From an optimization exercise on the open Yosys and OpenROAD flow, aimed at small area; shortcuts taken in it are not production practice. Function was checked by simulation only, so behaviour that the tests miss may differ from the original. No driver is modelled on the clock port, so clock power and skew are understated where the tree is cut down; a real chip needs a root buffer or a tree. Power figures rest on the tool's default switching activity, not on a simulated workload.

## dropstick_corea
module dropstick_corea (
    input  wire        clk,
    input  wire        rst_n,
    input  wire        op_cfg,
    input  wire        op_start,
    input  wire        op_setduty,
    input  wire        op_irqen,
    input  wire        op_irqclr,
    input  wire [31:0] op_data,
    output wire        pwm_out,
    output wire        irq,
    input  wire        btn0_pin_n,
    input  wire        btn0_sample,
    input  wire        btn0_clear,
    output wire        btn0_edge,
    output wire        btn0_level,
    output wire        btn0_pressed,
    output wire [1:0]  btn0_play,
    input  wire        btn1_pin_n,
    input  wire        btn1_sample,
    input  wire        btn1_clear,
    output wire        btn1_edge,
    output wire        btn1_level,
    output wire        btn1_pressed,
    input  wire        core_wfi,
    input  wire        core_csenter,
    input  wire        core_csexit,
    input  wire        core_cs_bit,
    input  wire        core_irqret,
    output wire        core_imask,
    output wire        core_inh,
    output wire        core_waiting
);
For scale: ~110 flip-flops, ~4600 um^2 of cells after synthesis.
clock: 10.0 ns
lec_check: 0
cap_margin: 20
core_margin: 2
core_utilization: 40
slew_margin: 20
standard.sh (not shown) runs the stock make flow with config.mk's settings and CLKGATE_MAP_FILE= SYNTH_SCRIPT=/design/flow/synth_recipe.tcl, a recipe that flattens the netlist after the stock synthesis.
==> flow/flow/run.sh <==
#!/bin/bash
# Own layout flow: the standard flow (standard.sh, which runs the standard
# synthesis unchanged), with
#  - the port buffers made of the smallest buffer cell instead of clkdlybuf4s50_1,
#  - after CTS, the clock tree rebuilt as one clkbuf_4 root driving seven
#    clkbuf_8 leaves (post_cts.tcl, clock_tree.tcl),
#  - cells on paths with spare slack downsized after placement and after CTS
#    (recover.tcl), and after CTS every cell of drive 2 or more swapped for its
#    smallest version where timing allows (downsize.tcl).
# Each tool's full output goes to ORFS's own logs (orfs/logs/...), and
# standard.sh's output to flow_standard.log in the work folder.
set -uo pipefail
here=$(cd "$(dirname "$0")" && pwd)
export BUFFER_PORTS_ARGS="-buffer_cell sky130_fd_sc_hd__buf_1"
export CTS_ARGS="-sink_clustering_enable -repair_clock_nets -buf_list sky130_fd_sc_hd__clkbuf_8 -dont_use_dummy_load"
export POST_RESIZE_TCL="$here/recover.tcl"
export POST_CTS_TCL="$here/post_cts.tcl"
bash standard.sh > flow_standard.log 2>&1
==> flow/flow/downsize.tcl <==
# Swap each combinational cell of drive strength 2 or more for the smallest
# cell with the same function (same name up to the drive suffix), and keep
# the swap only if the setup slack stays at least 0.2 ns and the counts of
# slew and capacitance violations do not grow. Clock buffers, port buffers
# and flip-flops are left alone.
estimate_parasitics -placement
set ::ds_lib_cells {}
foreach lc [get_lib_cells sky130_fd_sc_hd__*] { lappend ::ds_lib_cells [get_name $lc] }
proc smallest_same {m} {

  if {![regexp {^(sky130_fd_sc_hd__[a-z0-9]+)_([0-9]+)$} $m -> base drive]} { return "" }
  if {$drive < 2} { return "" }
  foreach d {0 1} {
    set c ${base}_$d
    if {[lsearch -exact $::ds_lib_cells $c] >= 0 && [lsearch -exact $::env(DONT_USE_CELLS) $c] < 0} { return $c }
  }
  return ""
}
# no worse than before the swaps: setup slack of at least 0.2 ns and no more
# slew or capacitance violations (as estimated from placement)
set ::ds_slew0 [sta::max_slew_violation_count]
set ::ds_cap0 [sta::max_capacitance_violation_count]
proc design_ok {} {

  if {[sta::worst_slack_cmd max] < 0.2e-9} { return 0 }
  if {[sta::max_slew_violation_count] > $::ds_slew0} { return 0 }
  if {[sta::max_capacitance_violation_count] > $::ds_cap0} { return 0 }
  return 1
}
set swapped 0
foreach inst [get_cells *] {
  set m [get_property $inst ref_name]
  if {[string match *clkbuf* $m] || [string match *df* $m] || [string match *buf_* $m]} { continue }
  set to [smallest_same $m]
  if {$to eq ""} { continue }
  replace_cell $inst $to
  estimate_parasitics -placement
  if {[design_ok]} { incr swapped } else { replace_cell $inst $m; estimate_parasitics -placement }
}
puts "downsize: swapped $swapped cells"
detailed_placement
==> flow/flow/post_cts.tcl <==
# After CTS: replace the tree CTS built with a fixed two-level tree, then
# recover area on paths with spare slack and downsize cells (downsize.tcl).
set here [file dirname [info script]]
set clk_rootbuf sky130_fd_sc_hd__clkbuf_4
set clk_leafbuf sky130_fd_sc_hd__clkbuf_8
set clk_nleaf 7
source $here/clock_tree.tcl
estimate_parasitics -placement
report_clock_skew
source $here/recover.tcl
source $here/downsize.tcl
Other scripts of this flow, unchanged in this note and not shown: flow/flow/clock_tree.tcl, flow/flow/recover.tcl
Rerun with:
--- a/flow/flow/run.sh
+++ b/flow/flow/run.sh
@@ -7,4 +7,3 @@
 #  - cells on paths with spare slack downsized after placement and after CTS
-#    (recover.tcl), and after CTS every cell of drive 2 or more swapped for its
-#    smallest version where timing allows (downsize.tcl).
+#    (recover.tcl).
 # Each tool's full output goes to ORFS's own logs (orfs/logs/...), and
==> flow/flow/post_cts.tcl (replaced) <==
# After CTS: replace the tree CTS built with a fixed two-level tree, then
# recover area on paths with spare slack.
set here [file dirname [info script]]
set clk_rootbuf sky130_fd_sc_hd__clkbuf_4
set clk_leafbuf sky130_fd_sc_hd__clkbuf_8
set clk_nleaf 7
source $here/clock_tree.tcl
estimate_parasitics -placement
report_clock_skew
source $here/recover.tcl
removed: flow/flow/downsize.tcl
Result:
- The new run completed with no timing, DRC or antenna violations
- combinational power climbs by about 2%
- die area does not change
- final area hardly moves
Rerun with:
--- a/flow/flow/run.sh
+++ b/flow/flow/run.sh
@@ -7,3 +7,4 @@
 #  - cells on paths with spare slack downsized after placement and after CTS
-#    (recover.tcl).
+#    (recover.tcl), and after CTS every cell of drive 2 or more swapped for its
+#    smallest version where timing allows (downsize.tcl).
 # Each tool's full output goes to ORFS's own logs (orfs/logs/...), and
==> flow/flow/downsize.tcl (new file) <==
# Swap each combinational cell of drive strength 2 or more for the smallest
# cell with the same function (same name up to the drive suffix), and keep
# the swap only if the setup slack stays at least 0.2 ns and the counts of
# slew and capacitance violations do not grow. Clock buffers, port buffers
# and flip-flops are left alone.
estimate_parasitics -placement
set lib_cells {}
foreach lc [get_lib_cells sky130_fd_sc_hd__*] { lappend lib_cells [get_name $lc] }
proc smallest_same {m} {
  global lib_cells
  if {![regexp {^(sky130_fd_sc_hd__[a-z0-9]+)_([0-9]+)$} $m -> base drive]} { return "" }
  if {$drive < 2} { return "" }
  foreach d {0 1} {
    set c ${base}_$d
    if {[lsearch -exact $lib_cells $c] >= 0 && [lsearch -exact $::env(DONT_USE_CELLS) $c] < 0} { return $c }
  }
  return ""
}
# no worse than before the swaps: setup slack of at least 0.2 ns and no more
# slew or capacitance violations (as estimated from placement)
set slew0 [sta::max_slew_violation_count]
set cap0 [sta::max_capacitance_violation_count]
proc design_ok {} {
  global slew0 cap0
  if {[sta::worst_slack_cmd max] < 0.2e-9} { return 0 }
  if {[sta::max_slew_violation_count] > $slew0} { return 0 }
  if {[sta::max_capacitance_violation_count] > $cap0} { return 0 }
  return 1
}
set swapped 0
foreach inst [get_cells *] {
  set m [get_property $inst ref_name]
  if {[string match *clkbuf* $m] || [string match *df* $m] || [string match *buf_* $m]} { continue }
  set to [smallest_same $m]
  if {$to eq ""} { continue }
  replace_cell $inst $to
  estimate_parasitics -placement
  if {[design_ok]} { incr swapped } else { replace_cell $inst $m; estimate_parasitics -placement }
}
puts "downsize: swapped $swapped cells"
detailed_placement
--- a/flow/flow/post_cts.tcl
+++ b/flow/flow/post_cts.tcl
@@ -1,3 +1,3 @@
 # After CTS: replace the tree CTS built with a fixed two-level tree, then
-# recover area on paths with spare slack.
+# recover area on paths with spare slack and downsize cells (downsize.tcl).
 set here [file dirname [info script]]
@@ -10 +10,2 @@
 source $here/recover.tcl
+source $here/downsize.tcl
With this change the flow stopped in 4_1_cts. Synthesized area is unchanged. Synthesized cell count stays the same.
Rerun with:
--- a/flow/flow/downsize.tcl
+++ b/flow/flow/downsize.tcl
@@ -6,6 +6,5 @@
 estimate_parasitics -placement
-set lib_cells {}
-foreach lc [get_lib_cells sky130_fd_sc_hd__*] { lappend lib_cells [get_name $lc] }
+set ::ds_lib_cells {}
+foreach lc [get_lib_cells sky130_fd_sc_hd__*] { lappend ::ds_lib_cells [get_name $lc] }
 proc smallest_same {m} {
-  global lib_cells
   if {![regexp {^(sky130_fd_sc_hd__[a-z0-9]+)_([0-9]+)$} $m -> base drive]} { return "" }
@@ -14,3 +13,3 @@
     set c ${base}_$d
-    if {[lsearch -exact $lib_cells $c] >= 0 && [lsearch -exact $::env(DONT_USE_CELLS) $c] < 0} { return $c }
+    if {[lsearch -exact $::ds_lib_cells $c] >= 0 && [lsearch -exact $::env(DONT_USE_CELLS) $c] < 0} { return $c }
   }
@@ -20,9 +19,8 @@
 # slew or capacitance violations (as estimated from placement)
-set slew0 [sta::max_slew_violation_count]
-set cap0 [sta::max_capacitance_violation_count]
+set ::ds_slew0 [sta::max_slew_violation_count]
+set ::ds_cap0 [sta::max_capacitance_violation_count]
 proc design_ok {} {
-  global slew0 cap0
   if {[sta::worst_slack_cmd max] < 0.2e-9} { return 0 }
-  if {[sta::max_slew_violation_count] > $slew0} { return 0 }
-  if {[sta::max_capacitance_violation_count] > $cap0} { return 0 }
+  if {[sta::max_slew_violation_count] > $::ds_slew0} { return 0 }
+  if {[sta::max_capacitance_violation_count] > $::ds_cap0} { return 0 }
   return 1
What happened: With this change the flow completed with no timing, DRC or antenna violations. Area after synthesis stays the same. Synthesized cell count does not change.
Rerun with:
--- a/flow/flow/run.sh
+++ b/flow/flow/run.sh
@@ -4,3 +4,3 @@
 #  - the port buffers made of the smallest buffer cell instead of clkdlybuf4s50_1,
-#  - after CTS, the clock tree rebuilt as one clkbuf_4 root driving seven
+#  - after CTS, the clock tree rebuilt as one clkbuf_4 root driving six
 #    clkbuf_8 leaves (post_cts.tcl, clock_tree.tcl),
--- a/flow/flow/post_cts.tcl
+++ b/flow/flow/post_cts.tcl
@@ -5,3 +5,3 @@
 set clk_leafbuf sky130_fd_sc_hd__clkbuf_8
-set clk_nleaf 7
+set clk_nleaf 6
 source $here/clock_tree.tcl
Setup slack improves by 0.010 ns.
Sequential power stays flat.
Final cell count barely changes.
Synthesized area stays the same.
In the first, second, fourth and fifth runs of this note the design's own scripts or RTL, not TritonCTS, make the clock network.

========
dropstick_corea, a different RTL version from the one above (not shown whole).
Size: ~110 flip-flops, ~63 I/O pins, roughly 5100 um^2 of cells after synthesis.
Settings: LEC_CHECK=0, CAP_MARGIN=20, CORE_MARGIN=2, CORE_UTILIZATION=40, SLEW_MARGIN=20; clock period 10.0 ns.
run.sh (not shown) runs the stock make flow with config.mk's settings and CLKGATE_MAP_FILE= SYNTH_SCRIPT=/design/flow/synth_recipe.tcl, a recipe that flattens the netlist after the stock synthesis.
Stock flow here: none of the scripts above is used.
The starting point completed without violations.
Then changed:
--- a/flow/config.mk
+++ b/flow/config.mk
@@ -9,3 +9,4 @@
 export CORE_MARGIN = 2
 export CORE_UTILIZATION = 40
+export CTS_BUF_LIST = sky130_fd_sc_hd__clkbuf_4 sky130_fd_sc_hd__clkbuf_8
 export SLEW_MARGIN = 20
=> First-iteration DRC count grows by about a fifth; critical path depth is unchanged; global-route usage goes down by 0.19 points; combinational power hardly moves; routed wire length fell slightly; fmax does not change; count of clock-buffer cells in the layout is unchanged; cell area drops slightly; via count fell slightly; cell count is unchanged.
Then changed:
==> flow/flow/run.sh (new file) <==
#!/bin/bash
# Own layout flow: the standard flow (standard.sh, which runs the standard
# synthesis unchanged), with
#  - the port buffers made of the smallest buffer cell instead of clkdlybuf4s50_1,
#  - a clock tree of clkbuf_8 without dummy loads,
#  - cells on paths with spare slack downsized after placement and after CTS.
# Each tool's full output goes to ORFS's own logs (orfs/logs/...) and to
# flow_standard.log in the work folder.
set -uo pipefail
here=$(cd "$(dirname "$0")" && pwd)
export BUFFER_PORTS_ARGS="-buffer_cell sky130_fd_sc_hd__buf_1"
export CTS_ARGS="-sink_clustering_enable -repair_clock_nets -buf_list sky130_fd_sc_hd__clkbuf_8 -dont_use_dummy_load"
export POST_RESIZE_TCL="$here/recover.tcl"
export POST_CTS_TCL="$here/recover.tcl"
bash standard.sh > flow_standard.log 2>&1
==> flow/flow/recover.tcl (new file) <==
# Downsize cells on paths with spare setup slack (area/power recovery).
repair_timing -recover_power 100 -verbose
==> flow/standard.sh (new file) <==
#!/bin/bash
# synth_recipe.tcl (not shown) runs the flow's synth.tcl, then flattens the netlist and writes it again
# the make line also repeats each setting of config.mk as NAME=value (left out here)
make -C /OpenROAD-flow-scripts/flow DESIGN_CONFIG=/design/flow/config.mk WORK_HOME=/design/flow/orfs CLKGATE_MAP_FILE= SYNTH_SCRIPT=/design/flow/synth_recipe.tcl "${@:-finish}"
--- a/flow/config.mk
+++ b/flow/config.mk
@@ -9,4 +9,3 @@
 export CORE_MARGIN = 2
 export CORE_UTILIZATION = 40
-export CTS_BUF_LIST = sky130_fd_sc_hd__clkbuf_4 sky130_fd_sc_hd__clkbuf_8
 export SLEW_MARGIN = 20
removed: flow/run.sh
What happened: Worst setup slack is better by 0.76 ns; register-to-register slack is worse by 0.43 ns; die area stays the same; count of clock-buffer cells in the layout came out lower by 4; cell count came out lower by 0.84%; non-clock buffer count rises by 1.

========
Setup of run B:
The RTL this note starts from:
==> flow/design.v <==
module apwm (
    input  wire        clk,
    input  wire        rst_n,
    input  wire        op_cfg,
    input  wire        op_start,
    input  wire        op_setduty,
    input  wire        op_irqen,
    input  wire        op_irqclr,
    input  wire [31:0] op_data,
    output wire        pwm_out,
    output wire        irq
);
    reg        cfgd, run;            
    reg        wrap_if, wrap_ie;
    reg [15:0] top, div, cc, cc_act, pre, ctr;
    wire uninit = ~cfgd;
    wire run_n  = run | (cfgd & op_start);
    wire [15:0] pre_inc, ctr_inc, pre_ne, ctr_ne;
    wire [16:0] cp, cc_c, lt;
    wire pre_end;
    assign cp[0]   = 1'b1;
    assign cc_c[0] = pre_end;
    assign lt[0]   = 1'b0;
    genvar i;
    generate
        for (i = 0; i < 16; i = i + 1) begin : g_bit
            assign pre_inc[i] = pre[i] ^ cp[i];
            assign cp[i+1]    = pre[i] & cp[i];
            assign pre_ne[i]  = pre_inc[i] ^ div[i];
            assign ctr_inc[i] = ctr[i] ^ cc_c[i];
            assign cc_c[i+1]  = ctr[i] & cc_c[i];
            assign ctr_ne[i]  = ctr_inc[i] ^ top[i];
            assign lt[i+1]    = (~ctr[i] & cc_act[i]) | (~ctr[i] & lt[i]) | (cc_act[i] & lt[i]);
        end
    endgenerate
    assign pre_end = ~|pre_ne;
    wire   wrap    = run_n & pre_end & ~|ctr_ne;
    always @(posedge clk or negedge rst_n) begin
        if (!rst_n) begin
            cfgd    <= 1'b0;
            run     <= 1'b0;
            wrap_if <= 1'b0;
            wrap_ie <= 1'b0;
        end else begin
            if (uninit && op_cfg && op_data[15:0] != 16'd0 && op_data[31:16] != 16'd0)
                cfgd <= 1'b1;
            run <= run_n;
            if (op_irqen && cfgd)
                wrap_ie <= op_data[0];
            if (wrap)
                wrap_if <= 1'b1;
            else if (op_irqclr)
                wrap_if <= 1'b0;
        end
    end
    always @(posedge clk) begin
        if (uninit) begin
            top <= op_data[15:0];
            div <= op_data[31:16];
        end
        cc  <= uninit ? 16'd0 : (op_setduty ? op_data[15:0] : cc);
        pre <= (!run_n || pre_end) ? 16'd0 : pre_inc;
        ctr <= (!run_n || wrap) ? 16'd0 : ctr_inc;
        if (!run || wrap)
            cc_act <= cc;
    end
    assign pwm_out = run & lt[16];
    assign irq     = wrap_if & wrap_ie;
endmodule
module btn #(
    parameter HAS_PLAY = 1
) (
    input  wire       clk,
    input  wire       rst_n,
    input  wire       sample,
    input  wire       pin_n,
    input  wire       clear,
    output wire       edge_o,
    output wire       level,
    output wire       pressed,
    output wire [1:0] play
);
    reg s1, s2, level_r, pressed_r, paused;
    wire hit = sample & s2 & ~level_r;
    always @(posedge clk or negedge rst_n) begin
        if (!rst_n) begin
            s1        <= 1'b0;
            s2        <= 1'b0;
            level_r   <= 1'b0;
            pressed_r <= 1'b0;
            paused    <= 1'b0;
        end else begin
            if (sample) begin
                s2      <= s1;
                s1      <= ~pin_n;
                level_r <= s2;
            end
            if (hit)
                pressed_r <= 1'b1;
            else if (clear)
                pressed_r <= 1'b0;
            if (HAS_PLAY && hit)
                paused <= ~paused;
        end
    end
    assign edge_o  = hit;
    assign level   = level_r;
    assign pressed = pressed_r;
    assign play    = HAS_PLAY ? {paused, ~paused} : 2'd0;
endmodule
module core_irq (
    input  wire clk,
    input  wire rst_n,
    input  wire irq_in,
    input  wire op_wfi,
    input  wire op_csenter,
    input  wire op_csexit,
    input  wire cs_bit,
    input  wire op_irqret,
    output wire imask,
    output wire inh,
    output wire waiting
);
    reg imask_r, inh_r, waiting_r;
    wire entry = irq_in & ~imask_r & ~inh_r;
    always @(posedge clk or negedge rst_n) begin
        if (!rst_n) begin
            imask_r   <= 1'b0;
            inh_r     <= 1'b0;
            waiting_r <= 1'b0;
        end else begin
            if (op_csenter)
                imask_r <= 1'b1;
            else if (op_csexit)
                imask_r <= cs_bit;
            if (entry)
                inh_r <= 1'b1;
            else if (op_irqret && inh_r)
                inh_r <= 1'b0;
            if (op_wfi)
                waiting_r <= 1'b1;
            else if (op_irqret && inh_r)
                waiting_r <= 1'b0;
        end
    end
    assign imask   = imask_r;
    assign inh     = inh_r;
    assign waiting = waiting_r;
endmodule
module dropstick_corea (
    input  wire        clk,
    input  wire        rst_n,
    input  wire        op_cfg,
    input  wire        op_start,
    input  wire        op_setduty,
    input  wire        op_irqen,
    input  wire        op_irqclr,
    input  wire [31:0] op_data,
    output wire        pwm_out,
    output wire        irq,
    input  wire        btn0_pin_n,
    input  wire        btn0_sample,
    input  wire        btn0_clear,
    output wire        btn0_edge,
    output wire        btn0_level,
    output wire        btn0_pressed,
    output wire [1:0]  btn0_play,
    input  wire        btn1_pin_n,
    input  wire        btn1_sample,
    input  wire        btn1_clear,
    output wire        btn1_edge,
    output wire        btn1_level,
    output wire        btn1_pressed,
    input  wire        core_wfi,
    input  wire        core_csenter,
    input  wire        core_csexit,
    input  wire        core_cs_bit,
    input  wire        core_irqret,
    output wire        core_imask,
    output wire        core_inh,
    output wire        core_waiting
);
    wire [1:0] btn1_play_unused;
    apwm u_apwm (
        .clk(clk), .rst_n(rst_n),
        .op_cfg(op_cfg), .op_start(op_start), .op_setduty(op_setduty),
        .op_irqen(op_irqen), .op_irqclr(op_irqclr), .op_data(op_data),
        .pwm_out(pwm_out), .irq(irq)
    );
    btn #(.HAS_PLAY(1)) u_btn0 (
        .clk(clk), .rst_n(rst_n),
        .sample(btn0_sample), .pin_n(btn0_pin_n), .clear(btn0_clear),
        .edge_o(btn0_edge), .level(btn0_level), .pressed(btn0_pressed),
        .play(btn0_play)
    );
    btn #(.HAS_PLAY(0)) u_btn1 (
        .clk(clk), .rst_n(rst_n),
        .sample(btn1_sample), .pin_n(btn1_pin_n), .clear(btn1_clear),
        .edge_o(btn1_edge), .level(btn1_level), .pressed(btn1_pressed),
        .play(btn1_play_unused)
    );
    core_irq u_core (
        .clk(clk), .rst_n(rst_n), .irq_in(irq),
        .op_wfi(core_wfi), .op_csenter(core_csenter), .op_csexit(core_csexit),
        .cs_bit(core_cs_bit), .op_irqret(core_irqret),
        .imask(core_imask), .inh(core_inh), .waiting(core_waiting)
    );
endmodule
clock: 10.0 ns
lec_check: 0
cap_margin: 20
core_margin: 2
core_utilization: 40
slew_margin: 20
standard.sh (not shown) runs the stock make flow with config.mk's settings and CLKGATE_MAP_FILE= SYNTH_SCRIPT=/design/flow/synth_recipe.tcl, a recipe that flattens the netlist after the stock synthesis.
==> flow/flow/run.sh <==
#!/bin/bash
# Own layout flow: the standard flow (standard.sh, which runs the standard
# synthesis unchanged), with
#  - the port buffers made of the smallest buffer cell instead of clkdlybuf4s50_1,
#  - a clock tree of clkbuf_8 without dummy loads,
#  - cells on paths with spare slack downsized after placement and after CTS.
# Each tool's full output goes to ORFS's own logs (orfs/logs/...) and to
# flow_standard.log in the work folder.
set -uo pipefail
here=$(cd "$(dirname "$0")" && pwd)
export BUFFER_PORTS_ARGS="-buffer_cell sky130_fd_sc_hd__buf_1"
export CTS_ARGS="-sink_clustering_enable -repair_clock_nets -buf_list sky130_fd_sc_hd__clkbuf_16 -sink_clustering_size 60 -sink_clustering_max_diameter 300 -dont_use_dummy_load"
export POST_RESIZE_TCL="$here/recover.tcl"
export POST_CTS_TCL="$here/recover.tcl"
bash standard.sh > flow_standard.log 2>&1
==> flow/flow/recover.tcl <==
# Downsize cells on paths with spare setup slack (area/power recovery).
repair_timing -recover_power 100 -verbose
Inputs modified between run B and run A:
-- flow/flow/run.sh --
<<< run B, line 12
export CTS_ARGS="-sink_clustering_enable -repair_clock_nets -buf_list sky130_fd_sc_hd__clkbuf_16 -sink_clustering_size 60 -sink_clustering_max_diameter 300 -dont_use_dummy_load"
>>> run A, line 12
export CTS_ARGS="-sink_clustering_enable -repair_clock_nets -buf_list sky130_fd_sc_hd__clkbuf_8 -dont_use_dummy_load"
Notes after the runs:
Run A: PASS, flow complete, no timing, DRC or antenna violations. NOTE: power density over cell area in run A falls short of that of run B. Compared with run B, in run A total power shows a reduction of about 10%; cell area after placement closely matched the old numbers.

## static timing again, ports no longer ideal
No port has a modelled driver above. Below, the same layouts with a new extraction and two added sets of constraints.
Step 1 (the two cells are an assumption about what drives the block):
set clk [get_ports {clk}]
set_driving_cell -lib_cell sky130_fd_sc_hd__clkbuf_16 $clk
set_driving_cell -lib_cell sky130_fd_sc_hd__buf_2 [delete_from_list [all_inputs] $clk]
Step 2 times the ports against the registers' clock, not the clock port: input delays grow and output delays shrink by t, the midpoint of the rising clock arrivals with the driver on.
Three values: ideal ports, drivers, drivers and shift; two values: the first two.
run	t (ns)	slack for setup (ns)	hold WS [ns]
the first run of note 1	0.489	0.770 / 0.770 / 0.770	0.485 / 0.485 / 0.485
the second run of note 1	0.485	0.619 / 0.619 / 0.619	0.484 / 0.484 / 0.484
the fourth run of note 1	0.489	0.770 / 0.770 / 0.770	0.485 / 0.485 / 0.485
the fifth run of note 1	0.456	0.780 / 0.780 / 0.780	0.488 / 0.488 / 0.488
the first run of note 2	0.385	4.650 / 4.629 / 4.629	0.476 / 0.476 / 0.476
the second run of note 2	0.410	4.650 / 4.629 / 4.629	0.482 / 0.482 / 0.482
the third run of note 2	0.404	5.411 / 5.389 / 5.389	0.478 / 0.478 / 0.478
run B	0.382	1.513 / 1.513 / 1.513	0.437 / 0.437 / 0.437
run A	0.412	1.534 / 1.534 / 1.534	0.440 / 0.440 / 0.440
After both steps every run listed still meets setup and hold. For the third run of note 2, which loses most, drivers alone change the setup slack by -0.022 ns; drivers and shift together by -0.022 ns.
